Source: an optimization exercise on an open RTL-to-GDS flow (aim: a short achievable clock period and few clock cycles). Production flows keep margins and buffers that such runs may drop. Function was checked by simulation only, so behaviour that the tests miss may differ from the original. Power figures rest on the tool's default switching activity, not on a simulated workload.

[design/flow/run.sh]
#!/bin/bash
# synth_recipe.tcl (not shown) runs the flow's synth.tcl, then flattens the netlist and writes it again
# the make line also repeats each setting of config.mk as NAME=value (left out here)
make -C /OpenROAD-flow-scripts/flow DESIGN_CONFIG=/design/flow/config.mk WORK_HOME=/design/flow/orfs CLKGATE_MAP_FILE= SYNTH_SCRIPT=/design/flow/synth_recipe.tcl finish
[design/flow/config.mk]
export PLATFORM = sky130hd
export DESIGN_NAME = tiny16
export DESIGN_NICKNAME = tiny16
export VERILOG_FILES = /design/flow/design.v
export SDC_FILE = /design/flow/constraint.sdc
export NUM_CORES = 4
export LEC_CHECK = 0
export ABC_CLOCK_PERIOD_IN_PS = 3000
export CAP_MARGIN = 20
export CORE_MARGIN = 2
export CORE_UTILIZATION = 40
export PLACE_DENSITY = 0.6
export SETUP_SLACK_MARGIN = 5.0
export SLEW_MARGIN = 20
[design/flow/constraint.sdc]
create_clock -name core_clock -period 8.5 [get_ports {clk}]
set_input_delay 1.7000 -clock core_clock [delete_from_list [all_inputs] [get_ports {clk}]]
set_output_delay 1.7000 -clock core_clock [all_outputs]
set_load 0.01 [all_outputs]
[design/flow/design.v]
module tiny16_alu (
    input  wire [4:0]  op,
    input  wire [15:0] a,       
    input  wire [15:0] b,       
    input  wire [2:0]  sh,      
    output reg  [15:0] y,
    output reg         c,
    output reg         v
);
    localparam OP_MOV  = 5'h03, OP_ADD  = 5'h04, OP_SUB  = 5'h05,
               OP_AND  = 5'h06, OP_OR   = 5'h07, OP_XOR  = 5'h08, OP_NOT  = 5'h09,
               OP_SHL  = 5'h0A, OP_SHR  = 5'h0B, OP_ADDI = 5'h0C, OP_CMPI = 5'h0D,
               OP_CMP  = 5'h0E;
    wire        sub = (op == OP_SUB) || (op == OP_CMP) || (op == OP_CMPI);
    wire [15:0] bb  = sub ? ~b : b;
    wire [16:0] sum = {1'b0, a} + {1'b0, bb} + {16'd0, sub};
    wire [31:0] shl = {16'h0000, a} << sh;
    wire [31:0] shr = {a, 16'h0000} >> sh;
    always @(*) begin
        y = b;
        c = 1'b0;
        v = 1'b0;
        case (op)
            OP_ADD, OP_ADDI, OP_SUB, OP_CMP, OP_CMPI: begin
                y = sum[15:0];
                c = sum[16];
                v = (a[15] == bb[15]) && (sum[15] != a[15]);
            end
            OP_AND: y = a & b;
            OP_OR:  y = a | b;
            OP_XOR: y = a ^ b;
            OP_NOT: y = ~a;
            OP_SHL: begin
                y = shl[15:0];
                c = (sh == 3'd0) ? 1'b0 : shl[16];
            end
            OP_SHR: begin
                y = shr[31:16];
                c = (sh == 3'd0) ? 1'b0 : shr[15];
            end
            default: y = b;
        endcase
    end
endmodule
module tiny16_mmio (
    input  wire        clk,
    input  wire        rst,
    input  wire [7:0]  rd_addr,
    output reg  [7:0]  rd_data,
    input  wire        wr_en,
    input  wire [7:0]  wr_addr,
    input  wire [7:0]  wr_data,
    input  wire        tick,
    output reg         uart_valid,
    output reg  [7:0]  uart_data
);
    reg [15:0] timer;
    reg [15:0] timercmp;
    reg        irq_pending;
    always @(*) begin
        case (rd_addr)
            8'h00:   rd_data = 8'h00;
            8'h01:   rd_data = 8'hFF;
            8'h10:   rd_data = timer[7:0];
            8'h11:   rd_data = timer[15:8];
            8'h12:   rd_data = timercmp[7:0];
            8'h13:   rd_data = timercmp[15:8];
            8'h14:   rd_data = {7'b0, irq_pending};
            default: rd_data = 8'h00;
        endcase
    end
    reg [15:0] timer_w;
    reg [15:0] cmp_w;
    reg        irq_w;
    reg [15:0] timer_t;
    always @(*) begin
        timer_w = timer;
        cmp_w   = timercmp;
        irq_w   = irq_pending;
        if (wr_en) begin
            case (wr_addr)
                8'h10: timer_w[7:0]  = wr_data;
                8'h11: timer_w[15:8] = wr_data;
                8'h12: cmp_w[7:0]    = wr_data;
                8'h13: cmp_w[15:8]   = wr_data;
                8'h14: if (wr_data == 8'h01) irq_w = 1'b0;
                default: ;
            endcase
        end
        timer_t = timer_w + 16'd1;
    end
    always @(posedge clk) begin
        if (rst) begin
            timer       <= 16'h0000;
            timercmp    <= 16'h0000;
            irq_pending <= 1'b0;
            uart_valid  <= 1'b0;
            uart_data   <= 8'h00;
        end else begin
            timercmp   <= cmp_w;
            uart_valid <= wr_en && (wr_addr == 8'h00);
            if (wr_en && (wr_addr == 8'h00))
                uart_data <= wr_data;
            if (tick) begin
                timer <= timer_t;
                if (cmp_w != 16'h0000 && timer_t >= cmp_w)
                    irq_pending <= 1'b1;
                else
                    irq_pending <= irq_w;
            end else begin
                timer       <= timer_w;
                irq_pending <= irq_w;
            end
        end
    end
endmodule
module tiny16_lsu (
    input  wire [15:0] addr,      
    input  wire        wide,      
    input  wire        we,
    input  wire        phase,
    input  wire [15:0] wdata,
    input  wire [7:0]  lo_byte,   
    input  wire [15:0] mem_rdata,
    input  wire [7:0]  mmio_rdata,
    output wire        mmio,      
    output wire        word_mode,
    output wire        last,      
    output wire [1:0]  wstrb,
    output wire [15:0] bus_wdata,
    output wire [7:0]  rbyte,
    output wire [15:0] rdata
);
    assign mmio      = (addr[15:8] == 8'hFF);
    assign word_mode = wide && !phase && !addr[0] && !mmio;
    assign last      = word_mode || phase || !wide;
    wire [7:0] wb    = phase ? wdata[15:8] : wdata[7:0];
    assign wstrb     = (!we || mmio) ? 2'b00 : word_mode ? 2'b11 : addr[0] ? 2'b10 : 2'b01;
    assign bus_wdata = word_mode ? wdata : {wb, wb};
    assign rbyte     = mmio ? mmio_rdata : addr[0] ? mem_rdata[15:8] : mem_rdata[7:0];
    assign rdata     = word_mode ? mem_rdata : wide ? {rbyte, lo_byte} : {8'h00, rbyte};
endmodule
module tiny16 (
    input  wire        clk,
    input  wire        rst,
    input  wire [15:0] start_pc,
    output reg         mem_valid,
    output reg  [14:0] mem_addr,
    output reg  [1:0]  mem_wstrb,
    output reg  [15:0] mem_wdata,
    input  wire        mem_ready,
    input  wire [15:0] mem_rdata,
    output wire        uart_valid,
    output wire [7:0]  uart_data,
    output reg         halted,
    output reg         fault,
    output reg  [15:0] fault_pc,
    output reg  [4:0]  fault_op
);
    localparam OP_NOP  = 5'h00, OP_HALT = 5'h01, OP_LDI  = 5'h02, OP_MOV  = 5'h03,
               OP_ADD  = 5'h04, OP_SUB  = 5'h05, OP_AND  = 5'h06, OP_OR   = 5'h07,
               OP_XOR  = 5'h08, OP_NOT  = 5'h09, OP_SHL  = 5'h0A, OP_SHR  = 5'h0B,
               OP_ADDI = 5'h0C, OP_CMPI = 5'h0D, OP_CMP  = 5'h0E, OP_LD   = 5'h0F,
               OP_ST   = 5'h10, OP_LDB  = 5'h11, OP_STB  = 5'h12, OP_LDS  = 5'h13,
               OP_STS  = 5'h14, OP_JMP  = 5'h15, OP_JZ   = 5'h16, OP_JNZ  = 5'h17,
               OP_JC   = 5'h18, OP_JN   = 5'h19, OP_CALL = 5'h1A, OP_RET  = 5'h1B,
               OP_IN   = 5'h1C, OP_OUT  = 5'h1D;
    localparam S_F = 3'd0, S_D = 3'd1, S_M = 3'd2, S_KA = 3'd3, S_H = 3'd4;
    localparam D_REG = 3'd0, D_NONE = 3'd1, D_PC = 3'd2, D_IR = 3'd3, D_K = 3'd4;
    reg [2:0]  state;
    reg [15:0] pc;        
    reg [15:0] ipc;       
    reg [15:0] ir;
    reg [15:0] k;
    reg [15:0] x [0:7];
    reg [15:0] fy;        
    reg        fc, fv;
    reg [15:0] da;        
    reg [15:0] wd;        
    reg [7:0]  lo;
    reg        ph, m_wide, m_we, m_pre, m_inval;
    reg [2:0]  m_dest, m_rd;
    wire [4:0]  op   = ir[15:11];
    wire [2:0]  rd   = ir[10:8];
    wire [2:0]  rs   = ir[7:5];
    wire [15:0] xd   = x[rd];
    wire [15:0] xs   = x[rs];
    wire [15:0] imm8 = {{8{ir[7]}}, ir[7:0]};
    wire [15:0] imm5 = {{11{ir[4]}}, ir[4:0]};
    wire [15:0] sp   = x[7];
    wire fz = (fy == 16'h0000);
    wire fn = fy[15];
    wire c_illegal = (op[4:1] == 4'b1111);
    wire c_halt    = (op == OP_HALT);
    wire c_nop     = (op == OP_NOP);
    wire c_alu     = (op >= OP_MOV) && (op <= OP_CMP);
    wire c_wb      = c_alu && (op != OP_CMPI) && (op != OP_CMP);
    wire c_lds     = (op == OP_LDS);
    wire c_sts     = (op == OP_STS);
    wire c_ret     = (op == OP_RET);
    wire c_wide    = (op == OP_LDI) || (op == OP_LD) || (op == OP_ST) || (op == OP_LDB) ||
                     (op == OP_STB) || (op == OP_JMP) || (op == OP_JZ) || (op == OP_JNZ) ||
                     (op == OP_JC) || (op == OP_JN) || (op == OP_CALL) || (op == OP_IN) ||
                     (op == OP_OUT);
    wire pc_fast = !pc[0] && (pc[15:8] != 8'hFF);
    wire sp_fast = !sp[0] && (sp[15:8] != 8'hFF);
    wire [15:0] alu_y;
    wire        alu_c, alu_v;
    wire [15:0] alu_b = ((op == OP_ADDI) || (op == OP_CMPI)) ? imm8 : xs;
    tiny16_alu u_alu (.op(op), .a(xd), .b(alu_b), .sh(ir[2:0]), .y(alu_y), .c(alu_c), .v(alu_v));
    wire        m_mmio, m_word, m_last;
    wire [1:0]  m_wstrb;
    wire [15:0] m_wdata;
    wire [7:0]  m_rbyte;
    wire [15:0] m_result;
    wire [7:0]  mmio_rdata;
    reg         tick;
    tiny16_lsu u_lsu (
        .addr(da), .wide(m_wide), .we(m_we), .phase(ph), .wdata(wd), .lo_byte(lo),
        .mem_rdata(mem_rdata), .mmio_rdata(mmio_rdata),
        .mmio(m_mmio), .word_mode(m_word), .last(m_last), .wstrb(m_wstrb),
        .bus_wdata(m_wdata), .rbyte(m_rbyte), .rdata(m_result)
    );
    tiny16_mmio u_mmio (
        .clk(clk), .rst(rst),
        .rd_addr(da[7:0]), .rd_data(mmio_rdata),
        .wr_en((state == S_M) && m_we && m_mmio), .wr_addr(da[7:0]), .wr_data(m_wdata[7:0]),
        .tick(tick),
        .uart_valid(uart_valid), .uart_data(uart_data)
    );
    wire m_ovl = m_mmio && m_last && ((m_dest == D_REG) || (m_dest == D_NONE)) &&
                 !m_pre && pc_fast;
    wire m_hit = m_pre && m_we && !m_mmio && (da[15:1] == ipc[15:1]);
    wire        k_fast = (state == S_D);
    wire [15:0] kin    = k_fast ? mem_rdata : k;
    wire [15:0] pc_seq = k_fast ? pc + 16'd2 : pc;
    wire        kin_mmio = (kin[15:8] == 8'hFF);
    reg         taken;
    always @(*) begin
        case (op)
            OP_JZ:   taken = fz;
            OP_JNZ:  taken = !fz;
            OP_JC:   taken = fc;
            OP_JN:   taken = fn;
            default: taken = 1'b1;
        endcase
    end
    always @(*) begin
        mem_valid = 1'b0;
        mem_addr  = pc[15:1];
        mem_wstrb = 2'b00;
        mem_wdata = m_wdata;
        tick      = 1'b0;
        case (state)
            S_F: mem_valid = pc_fast;
            S_D: begin
                if (c_ret) begin
                    mem_valid = sp_fast;
                    mem_addr  = sp[15:1];
                    tick      = sp_fast && mem_ready;
                end else begin
                    mem_valid = pc_fast && !c_illegal && !c_halt;
                    tick      = c_alu || c_nop || c_halt ||
                                (pc_fast && mem_ready && (op == OP_LDI || op == OP_JMP ||
                                 op == OP_JZ || op == OP_JNZ || op == OP_JC || op == OP_JN));
                end
            end
            S_KA: tick = (op == OP_LDI || op == OP_JMP || op == OP_JZ || op == OP_JNZ ||
                          op == OP_JC || op == OP_JN);
            S_M: begin
                if (m_ovl) begin
                    mem_valid = 1'b1;
                end else begin
                    mem_valid = !m_mmio;
                    mem_addr  = da[15:1];
                    mem_wstrb = m_wstrb;
                end
                tick = m_last && (m_mmio || mem_ready) &&
                       ((m_dest == D_REG) || (m_dest == D_NONE) || (m_dest == D_PC));
            end
            default: ;
        endcase
    end
    integer i;
    task k_arrive;
        begin
            pc <= pc_seq;
            m_rd   <= rd;
            m_pre  <= 1'b0;
            m_inval <= 1'b0;
            ph     <= 1'b0;
            da     <= kin;
            wd     <= xs;
            m_wide <= 1'b1;
            m_we   <= 1'b0;
            m_dest <= D_REG;
            state  <= S_M;
            case (op)
                OP_LDI: begin
                    x[rd] <= kin;
                    fy <= kin; fc <= 1'b0; fv <= 1'b0;
                    state <= S_F;
                end
                OP_JMP, OP_JZ, OP_JNZ, OP_JC, OP_JN: begin
                    if (taken) pc <= kin;
                    state <= S_F;
                end
                OP_LD: ;
                OP_IN:  m_wide <= !kin_mmio;
                OP_LDB: m_wide <= 1'b0;
                OP_ST: begin
                    m_we <= 1'b1; m_dest <= D_NONE;
                end
                OP_OUT: begin
                    m_we <= 1'b1; m_dest <= D_NONE; m_wide <= !kin_mmio;
                end
                OP_STB: begin
                    m_we <= 1'b1; m_dest <= D_NONE; m_wide <= 1'b0;
                end
                default: begin  
                    da    <= sp - 16'd2;
                    x[7]  <= sp - 16'd2;
                    wd    <= pc_seq;
                    pc    <= kin;
                    m_we  <= 1'b1;
                    m_dest <= D_NONE;
                end
            endcase
        end
    endtask
    task m_next;
        begin
            if (m_pre) begin
                if (m_inval || m_hit) begin
                    pc    <= ipc;
                    state <= S_F;
                end else begin
                    state <= S_D;
                end
            end else if (m_ovl && mem_ready) begin
                ir    <= mem_rdata;
                ipc   <= pc;
                pc    <= pc + 16'd2;
                state <= S_D;
            end else begin
                state <= S_F;
            end
        end
    endtask
    always @(posedge clk) begin
        if (rst) begin
            state    <= S_F;
            pc       <= start_pc;
            ipc      <= 16'h0000;
            ir       <= 16'h0000;
            k        <= 16'h0000;
            for (i = 0; i < 7; i = i + 1)
                x[i] <= 16'h0000;
            x[7]     <= 16'h7FFC;
            fy       <= 16'h0001;
            fc       <= 1'b0;
            fv       <= 1'b0;
            halted   <= 1'b0;
            fault    <= 1'b0;
            fault_pc <= 16'h0000;
            fault_op <= 5'h00;
            da       <= 16'h0000;
            wd       <= 16'h0000;
            lo       <= 8'h00;
            ph       <= 1'b0;
            m_wide   <= 1'b0;
            m_we     <= 1'b0;
            m_pre    <= 1'b0;
            m_inval  <= 1'b0;
            m_dest   <= D_NONE;
            m_rd     <= 3'd0;
        end else begin
            case (state)
                S_F: begin
                    if (pc_fast) begin
                        if (mem_ready) begin
                            ir    <= mem_rdata;
                            ipc   <= pc;
                            pc    <= pc + 16'd2;
                            state <= S_D;
                        end
                    end else begin
                        da     <= pc;
                        ph     <= 1'b0;
                        m_wide <= 1'b1;
                        m_we   <= 1'b0;
                        m_pre  <= 1'b0;
                        m_dest <= D_IR;
                        state  <= S_M;
                    end
                end
                S_D: begin
                    if (c_illegal) begin
                        halted   <= 1'b1;
                        fault    <= 1'b1;
                        fault_pc <= ipc;
                        fault_op <= op;
                        state    <= S_H;
                    end else if (c_halt) begin
                        halted <= 1'b1;
                        state  <= S_H;
                    end else if (c_alu || c_nop) begin
                        if (c_alu) begin
                            fy <= alu_y; fc <= alu_c; fv <= alu_v;
                        end
                        if (c_wb)
                            x[rd] <= alu_y;
                        if (pc_fast && mem_ready) begin
                            ir  <= mem_rdata;
                            ipc <= pc;
                            pc  <= pc + 16'd2;
                        end else begin
                            state <= S_F;
                        end
                    end else if (c_wide) begin
                        if (pc_fast) begin
                            if (mem_ready)
                                k_arrive;
                        end else begin
                            da     <= pc;
                            ph     <= 1'b0;
                            m_wide <= 1'b1;
                            m_we   <= 1'b0;
                            m_pre  <= 1'b0;
                            m_dest <= D_K;
                            state  <= S_M;
                        end
                    end else if (c_ret) begin
                        if (sp_fast) begin
                            if (mem_ready) begin
                                pc    <= mem_rdata;
                                x[7]  <= sp + 16'd2;
                                state <= S_F;
                            end
                        end else begin
                            da     <= sp;
                            x[7]   <= sp + 16'd2;
                            ph     <= 1'b0;
                            m_wide <= 1'b1;
                            m_we   <= 1'b0;
                            m_pre  <= 1'b0;
                            m_dest <= D_PC;
                            state  <= S_M;
                        end
                    end else begin  
                        da      <= (c_sts ? xd : xs) + imm5;
                        wd      <= xs;
                        ph      <= 1'b0;
                        m_wide  <= 1'b1;
                        m_we    <= c_sts;
                        m_dest  <= c_sts ? D_NONE : D_REG;
                        m_rd    <= rd;
                        m_inval <= 1'b0;
                        if (pc_fast) begin
                            m_pre <= 1'b1;
                            if (mem_ready) begin
                                ir    <= mem_rdata;
                                ipc   <= pc;
                                pc    <= pc + 16'd2;
                                state <= S_M;
                            end
                        end else begin
                            m_pre <= 1'b0;
                            state <= S_M;
                        end
                    end
                end
                S_KA: k_arrive;
                S_M: begin
                    if (m_mmio || mem_ready) begin
                        if (!m_last) begin
                            ph <= 1'b1;
                            lo <= m_rbyte;
                            da <= da + 16'd1;
                            if (m_hit)
                                m_inval <= 1'b1;
                        end else begin
                            ph <= 1'b0;
                            case (m_dest)
                                D_IR: begin
                                    ir    <= m_result;
                                    ipc   <= pc;
                                    pc    <= pc + 16'd2;
                                    state <= S_D;
                                end
                                D_K: begin
                                    k     <= m_result;
                                    pc    <= pc + 16'd2;
                                    state <= S_KA;
                                end
                                D_PC: begin
                                    pc    <= m_result;
                                    state <= S_F;
                                end
                                D_REG: begin
                                    x[m_rd] <= m_result;
                                    fy <= m_result; fc <= 1'b0; fv <= 1'b0;
                                    m_next;
                                end
                                default: m_next;
                            endcase
                        end
                    end
                end
                default: state <= S_H;
            endcase
        end
    end
endmodule
==> flow_metrics.tcl, run 1 <==
set metrics [dict create \
    io_pins 101 \
    finalWirelength_um 137000 \
    multi_input_area_mm2 0.0198 \
    pwr-share-clk 0.119 \
    tightest_slew_ns 1.26 \
    endpoint_kind "flop" \
    yosysSeqAreaShare 0.308 \
    use_met1 0.498 \
    use_met2 0.572 \
    relSlewSlack 0.133 \
    die-area_mm2 0.0680 \
    vias_per_cell 6.75 \
    swShare 0.513 \
    chipWidth_um 261 \
    dp_slack_ns 2.65 \
    vdd_drop_max_mv 0.185 \
    rows 94 \
    critical_path.max_fanout 7 \
    first_global_vias 27600 \
    grt_pass1_wl_um 191000 \
    grtUsageMet3 0.112 \
    ys_warn_count 3 \
    grt_busiest_layer "met2" \
    cts_max_level 2 \
    layout_setup_ws_ns 3.97 \
    synth_edf_count 144 \
    cts_buffers 41 \
    seq_power_share 0.156 \
    place_congestion 1.01 \
    cp_data_required_time_ns 8.83 \
    firstDrtPassIters 9 \
    dieHeight_um 261 \
    nets 3659 \
    clock-sinks 334 \
    synth_ff_type "dfxtp_1" \
    synthArstFlopShare 0 \
    core_area_mm2 0.0655 \
    grt_max_degree 97 \
    antenna_found_initial 8 \
    cp_slowest_stage_delay_ns 0.52 \
    cts_hold_buf 0 \
    maxSlewViolCount 0 \
    rsz0062_at_grt "true" \
    regArea_mm2 0.00821 \
    drv_cap 0 \
    cts_root_buffer "clkbuf_16" \
    p_int_mw 7.58 \
    drive_gt1_frac 0.327 \
    fin_skew_ns 0.0384 \
    p_leak_nw 13.5 \
    critPathSlowestCell "mux4_2" \
    postSynthCellCount 3157 \
    p_total_mw 15.6 \
    cts_tree "yes" \
    hold_viol_final 0 \
    post_synth.cell_area_avg_um2 8.35 \
    drtIter0Drc 4447 \
    area_delta_synth_final_pct 37.7 \
    synth_nets 3280 \
    crit_arrival_ns 4.86 \
    wl_per_cell_um 30.9 \
    whs_ns 0.454 \
    fillers 5817 \
    p_sw_mw 7.98 \
    initial_core_util 0.403 \
    power_frac_comb 0.725 \
    min_path_type "reg -> reg" \
    status "finished clean" \
    drc_errors 0 \
    setup_violations 0 \
    dp_hpwl_um 90200 \
    crit_type "reg -> reg" \
    max_freq_mhz 221 \
    worst_skew_pair.late_latency_ns 0.60 \
    post-route-period-util 0.533 \
    grt_util_all_layers 0.384 \
    port_buffers 100 \
    ys_types 105 \
    fin_crit_ns 4.53 \
    clock_path_buffers 3 \
    num_vias 29900 \
    grt_overflow_total 0 \
    start_kind "flop" \
    power_density_mw_per_mm2 428 \
    clk_pin_slew_worst_paths_ns 0.07 \
    antenna_left 0 \
    ys_ff_latch 334 \
    worstPathCellList "buf_6 -> mux4_2 -> mux2i_4 -> nand2_2 -> o21ai_4 -> xnor2_2 -> fa_2 -> a21o_1 -> a21o_1 -> a211o_4 -> a211oi_4 -> nor3_2 -> xor2_1 -> a21oi_2 -> nand2_2 -> a31oi_4 -> buf_12 -> nor2_1" \
    finalSetupTns_ns 0 \
    synth_area_mm2 0.0264 \
]
[synthesized netlist by cell type, drive strengths merged (10+ instances only)]
cell type | count | area share
nand4 | 24 | 0.0059
nor3 | 52 | 0.012
mux2 | 39 | 0.017
inv | 79 | 0.011
o2111ai | 13 | 0.0043
a221o | 10 | 0.0038
and2 | 14 | 0.0033
a31oi | 25 | 0.0066
a211oi | 61 | 0.018
dfxtp | 190 | 0.14
edfxtp | 144 | 0.16
nand2b | 26 | 0.0062
buf | 56 | 0.012
nor2b | 25 | 0.0059
o21ai | 178 | 0.034
o221ai | 28 | 0.0093
nor2 | 503 | 0.072
nand3 | 58 | 0.011
o211ai | 33 | 0.0094
a21o | 25 | 0.0072
nor4 | 21 | 0.0069
a22oi | 68 | 0.020
nand3b | 10 | 0.0028
a222oi | 16 | 0.0061
xor2 | 64 | 0.021
a22o | 15 | 0.0050
mux2i | 116 | 0.045
clkbuf | 192 | 0.027
o22ai | 39 | 0.0093
or2 | 10 | 0.0025
a221oi | 27 | 0.0092
and3 | 22 | 0.0052
a2111oi | 11 | 0.0039
or3 | 19 | 0.0047
a211o | 10 | 0.0033
a21oi | 275 | 0.052
ha | 86 | 0.041
nand2 | 284 | 0.041
o21a | 10 | 0.0028
xnor2 | 86 | 0.029
mux4 | 77 | 0.066
[critical path: cells and delay by family, from the launching register on]
kind	cells	cell delay, ns
compound gates	7	1.64
buf+inv	2	0.31
mux	2	0.79
xor+xnor	2	0.30
simple gates	4	0.38
flops	1	0.45
fa+ha+maj	1	0.40
[stage by stage]
stage	util	area, um^2	std cells
4_1_cts	0.524	34300	4306
5_1_grt	0.554	36300	4431
3_3_place_gp	0.441	28900	3981
6_report	0.554	36300	4436
3_5_place_dp	0.441	28900	3982
2_1_floorplan	-	27200	3157
[flip-flops by register name, indices dropped and copies added, names as in the netlist, 16 cells and up, named ones only]
name and flops:
ipc 16, ir 16, da 16, pc 16
fault_pc 16, k 16, fy 16, x 128
wd 16, u_mmio.timercmp 16, u_mmio.timer 16
[power groups by stage]
stage / Combinational (mW) / Sequential (mW) / Clock, mW
2_1_floorplan: 5.18 / 2.11 / 0
3_3_place_gp: 7.78 / 2.49 / 0
3_5_place_dp: 7.78 / 2.49 / 0
4_1_cts: 9.93 / 2.41 / 1.85
5_1_grt: 11.6 / 2.43 / 1.92
6_report: 11.3 / 2.43 / 1.85
[layer usage]
| layer | vias up | part of all wire |
|---|---|---|
| met3 | 563 | 0.13 |
| li1 | 12500 | - |
| met1 | 14500 | 0.37 |
| met2 | 2358 | 0.43 |
| met5 | - | 0.00019 |
| met4 | 4 | 0.067 |
[area by class of cell]
| class | count | share of cell area |
|---|---|---|
| inverters | 81 | 0.00920 |
| multi-input cells | 2506 | 0.546 |
| repair buffers | 572 | 0.151 |
| clock buffers | 53 | 0.0307 |
| well taps | 864 | 0.0298 |
| diodes | 5 | 0.000344 |
| clock inverters | 21 | 0.00744 |
| flip-flops and latches | 334 | 0.226 |
[repair_timing]
action,CTS,global route
gates cloned,19,6
setup buffers,231,119
hold endpoints to repair,0,0
pin swaps,186,176
endpoints found under the setup margin,450,330
gates resized for setup,565,273
[cells by family (layout without fill, tap and decap cells)]
family / Yosys count / count (layout) / share of synthesized area
AND/OR/NAND/NOR: 1094 / 1106 / 0.188
AO/OA/AOI/OAI: 930 / 930 / 0.234
flip-flops: 334 / 334 / 0.308
buffers and inverters: 329 / 727 / 0.0510
multiplexers: 232 / 232 / 0.127
XOR/XNOR: 150 / 150 / 0.0498
adder cells (fa/ha/maj): 88 / 88 / 0.0423
other: 0 / 5 / 0
[path summary, 6_finish.rpt]
path                startpoint           end  slack, ns  cells after the start
setup / recovery          flop      x[6][12]       3.97                     18
hold / removal    fault_pc[15]  fault_pc[15]       0.45                      2
setup reg to reg          flop      x[6][12]       3.97                     18
hold reg to reg   fault_pc[15]  fault_pc[15]       0.45                      2
[cells in the final DEF (no fill, tap or decap), types with 43 or more instances in the layout]
cell type	Yosys	routed
xnor2_1	86	76
buf_6	6	79
a22oi_1	67	62
buf_4	4	344
dfxtp_1	190	165
ha_1	86	73
a211oi_1	59	46
nor2_1	502	419
xor2_1	64	61
o21ai_0	165	114
mux2i_1	112	92
nand3_1	57	47
nor2_4	0	43
edfxtp_1	144	144
mux4_2	77	77
a21oi_1	274	227
inv_1	79	60
nand2_1	283	248
clkdlybuf4s50_1	0	48
Testbench counts, summed over its fixed seeds: cycles 42,725.
==> run 2: changes to the inputs <==
--- a/design/flow/config.mk
+++ b/design/flow/config.mk
@@ -6,9 +6,7 @@
 export NUM_CORES = 4
 export LEC_CHECK = 0
-export ABC_CLOCK_PERIOD_IN_PS = 3000
 export CAP_MARGIN = 20
 export CORE_MARGIN = 2
 export CORE_UTILIZATION = 40
 export PLACE_DENSITY = 0.6
-export SETUP_SLACK_MARGIN = 5.0
 export SLEW_MARGIN = 20
==> flow_metrics.tcl, run 2 <==
set metrics [dict create \
    fin_skew_ns 0.0378 \
    dieHeight_um 261 \
    cts_hold_buf 0 \
    synth_area_mm2 0.0264 \
    fillers 6384 \
    finalWirelength_um 124000 \
    place_congestion 0.995 \
    synth_nets 3280 \
    area_delta_synth_final_pct 13.4 \
    grt_util_all_layers 0.356 \
    cts_buffers 41 \
    whs_ns 0.454 \
    synth_most_common_cell "nor2_1" \
    num_vias 27500 \
    cp_data_required_time_ns 8.79 \
    synth_largest_area_cell "edfxtp_1" \
    nets 3293 \
    antenna_left 0 \
    hold_viol_final 0 \
    synth_ff_type "dfxtp_1" \
    wl_per_cell_um 30.5 \
    synth_top_area_frac 0.164 \
    min_path_type "reg -> reg" \
    use_met2 0.526 \
    worst_skew_pair.late_latency_ns 0.60 \
    grt_overflow_total 0 \
    vdd_drop_max_mv 0.179 \
    ctsResizeCount 0 \
    core_area_mm2 0.0655 \
    cts_root_buffer "clkbuf_16" \
    layout_common_cells "nor2_1 (497), nand2_1 (283), a21oi_1 (269), dfxtp_1 (187), o21ai_0 (163)" \
    fin_crit_ns 6.08 \
    p_leak_nw 10.9 \
    grt_busiest_layer "met2" \
    regMostFlops "x" \
    relSlewSlack 0.126 \
    synthArstFlopShare 0 \
    ys_warn_count 3 \
    dp_hpwl_um 88600 \
    rows 94 \
    post_synth.cell_area_avg_um2 8.35 \
    grt_pass1_wl_um 178000 \
    ys_ff_latch 334 \
    io_pins 101 \
    start_kind "flop" \
    grtUsageMet3 0.105 \
    layout_setup_ws_ns 2.42 \
    stdcell_area_mm2 0.0299 \
    tightest_slew_ns 1.31 \
    clock-sinks 334 \
    largest_reg_flops 128 \
    drtIter0Drc 4221 \
    holdPathStages 2 \
    critical_path.max_fanout 32 \
    drc_errors 0 \
    vias_per_cell 6.76 \
    r2r_setup_slack_ns 2.42 \
    firstDrtPassIters 10 \
    netlist_top_cells_count "nor2_1 (502), nand2_1 (283), a21oi_1 (274), clkbuf_1 (192), dfxtp_1 (190)" \
    dp_slack_ns 2.57 \
    clock_path_buffers 3 \
    initial_core_util 0.403 \
    status "finished clean" \
    endpoint_kind "flop" \
    finalSetupTns_ns 0 \
    crit_type "reg -> reg" \
    synth_edf_count 144 \
    max_freq_mhz 164 \
    clk_pin_slew_worst_paths_ns 0.06 \
    crit_arrival_ns 6.38 \
    postSynthCellCount 3157 \
    drive_gt1_frac 0.121 \
    setup_violations 0 \
    rsz0062_at_grt "false" \
    cts_setup_buffers 0 \
    final_common_cell "nor2_1" \
    die-area_mm2 0.0680 \
    ys_types 105 \
    ys_top_cells_by_area "edfxtp_1 (16%), dfxtp_1 (14%), nor2_1 (7.1%)" \
    grt_max_degree 91 \
    dpl_cell_area_mm2 0.0284 \
    yosysSeqAreaShare 0.308 \
    drv_cap 0 \
    antenna_found_initial 6 \
    chipWidth_um 261 \
    first_global_vias 25500 \
    power_density_mw_per_mm2 418 \
    post-route-period-util 0.716 \
    cts_tree "yes" \
    maxSlewViolCount 0 \
    port_buffers 100 \
    use_met1 0.478 \
    reg2regPathDepth 18 \
    cts_max_level 2 \
]
[run 2: changes by cell type in the layout (fill, tap and decap cells not counted), sizes merged]
cell           change
buf              -377
clkdlybuf4s50     +51
dlygate4sd2       -11
bufbuf            -10
nand2              -8
clkbuf             -5
inv                +4
clkinv             -2
dlymetal6s2s       -2
nand3              -2
clkinvlp           -1
diode              +1
nor2               -1
or3                -1
[run 2: metal layers]
| metal | vias up | routed length, um |
|---|---|---|
| li1 | 11700 | - |
| met1 | 13400 | 48500 |
| met2 | 1964 | 52800 |
| met3 | 412 | 16300 |
| met4 | 12 | 6510 |
| met5 | - | 77 |
[run 2: layout make-up]
class / count / area, um^2 / share of cell area
Antenna cell: 6 / 15.0 / 0.000502
Clock buffer: 53 / 1190 / 0.0399
Clock inverter: 22 / 290 / 0.00971
Inverter: 81 / 309 / 0.0103
Multi-Input combinational cell: 2494 / 17000 / 0.568
Sequential cell: 334 / 8130 / 0.272
Tap cell: 864 / 1080 / 0.0361
Timing Repair Buffer: 218 / 1890 / 0.0630
[run 2: worst max-delay path, cell delays in order, from the launching register on]
cell and delay [ns]:
dfxtp_2 0.36, buf_4 0.55, mux4_2 0.59, mux2i_1 0.61, nand2_1 0.11, a21boi_0 0.23, inv_1 0.18, xnor2_1 0.13
ha_1 0.29, a21o_1 0.20, a21o_1 0.21, a211o_1 0.36, a211oi_1 0.34, o41ai_1 0.19, xor2_1 0.17, a21oi_1 0.48
nand2_1 0.13, a31oi_2 0.53, nor2_1 0.11
[run 2: final timing paths]
kind,startpoint,endpoint
setup reg to reg,flop,x[3][14]
hold reg to reg,fault_pc[5],fault_pc[5]
hold / removal,fault_pc[5],fault_pc[5]
setup / recovery,flop,x[3][14]
[run 2: kinds of logic after synthesis]
group	Yosys count	share of synthesized area
AO/OA/AOI/OAI	930	0.234
flip-flops	334	0.308
AND/OR/NAND/NOR	1094	0.188
buffers and inverters	329	0.0510
adder cells (fa/ha/maj)	88	0.0423
multiplexers	232	0.127
XOR/XNOR	150	0.0498
[run 2: stage by stage]
step / utilization / cells / total power, mW
after floorplan: - / 3157 / 7.06
after global placement: 0.433 / 3989 / 10.1
after detailed placement: 0.433 / 3990 / 10.1
after CTS: 0.456 / 4065 / 12.1
after global routing: 0.456 / 4066 / 12.9
final: 0.457 / 4072 / 12.5
[run 2: power breakdown]
group / total (mW) / internal (mW) / switching (mW)
logic: 8.03 / 2.68 / 5.35
registers: 2.51 / 1.94 / 0.564
clock network: 1.95 / 1.15 / 0.795
total: 12.5 / 5.78 / 6.71

[re-timing with driven ports]
Ports are ideal in the flow. The routed layouts listed here were re-timed in OpenROAD. Step 1 sets driving cells, clkbuf_16 on the clock port and buf_2 on the other inputs (assumed; they add their load-dependent delay and slew). Step 2 also shifts input and output timing later by t, the mid clock arrival at the registers, as if the neighbouring blocks saw the same clock. a / b / c = no drivers / after step 1 / after step 2; a / b = the first two.
run	t (ns)	setup WS [ns]	pins driven straight from the clock port
run 1	0.647	3.968 / 3.968 / 3.968	1
run 2	0.649	2.416 / 2.402 / 2.401	1
After both steps setup and hold are still met in every run listed. For run 2, which loses most, drivers alone change the setup slack by -0.014 ns; drivers and shift together by -0.015 ns.
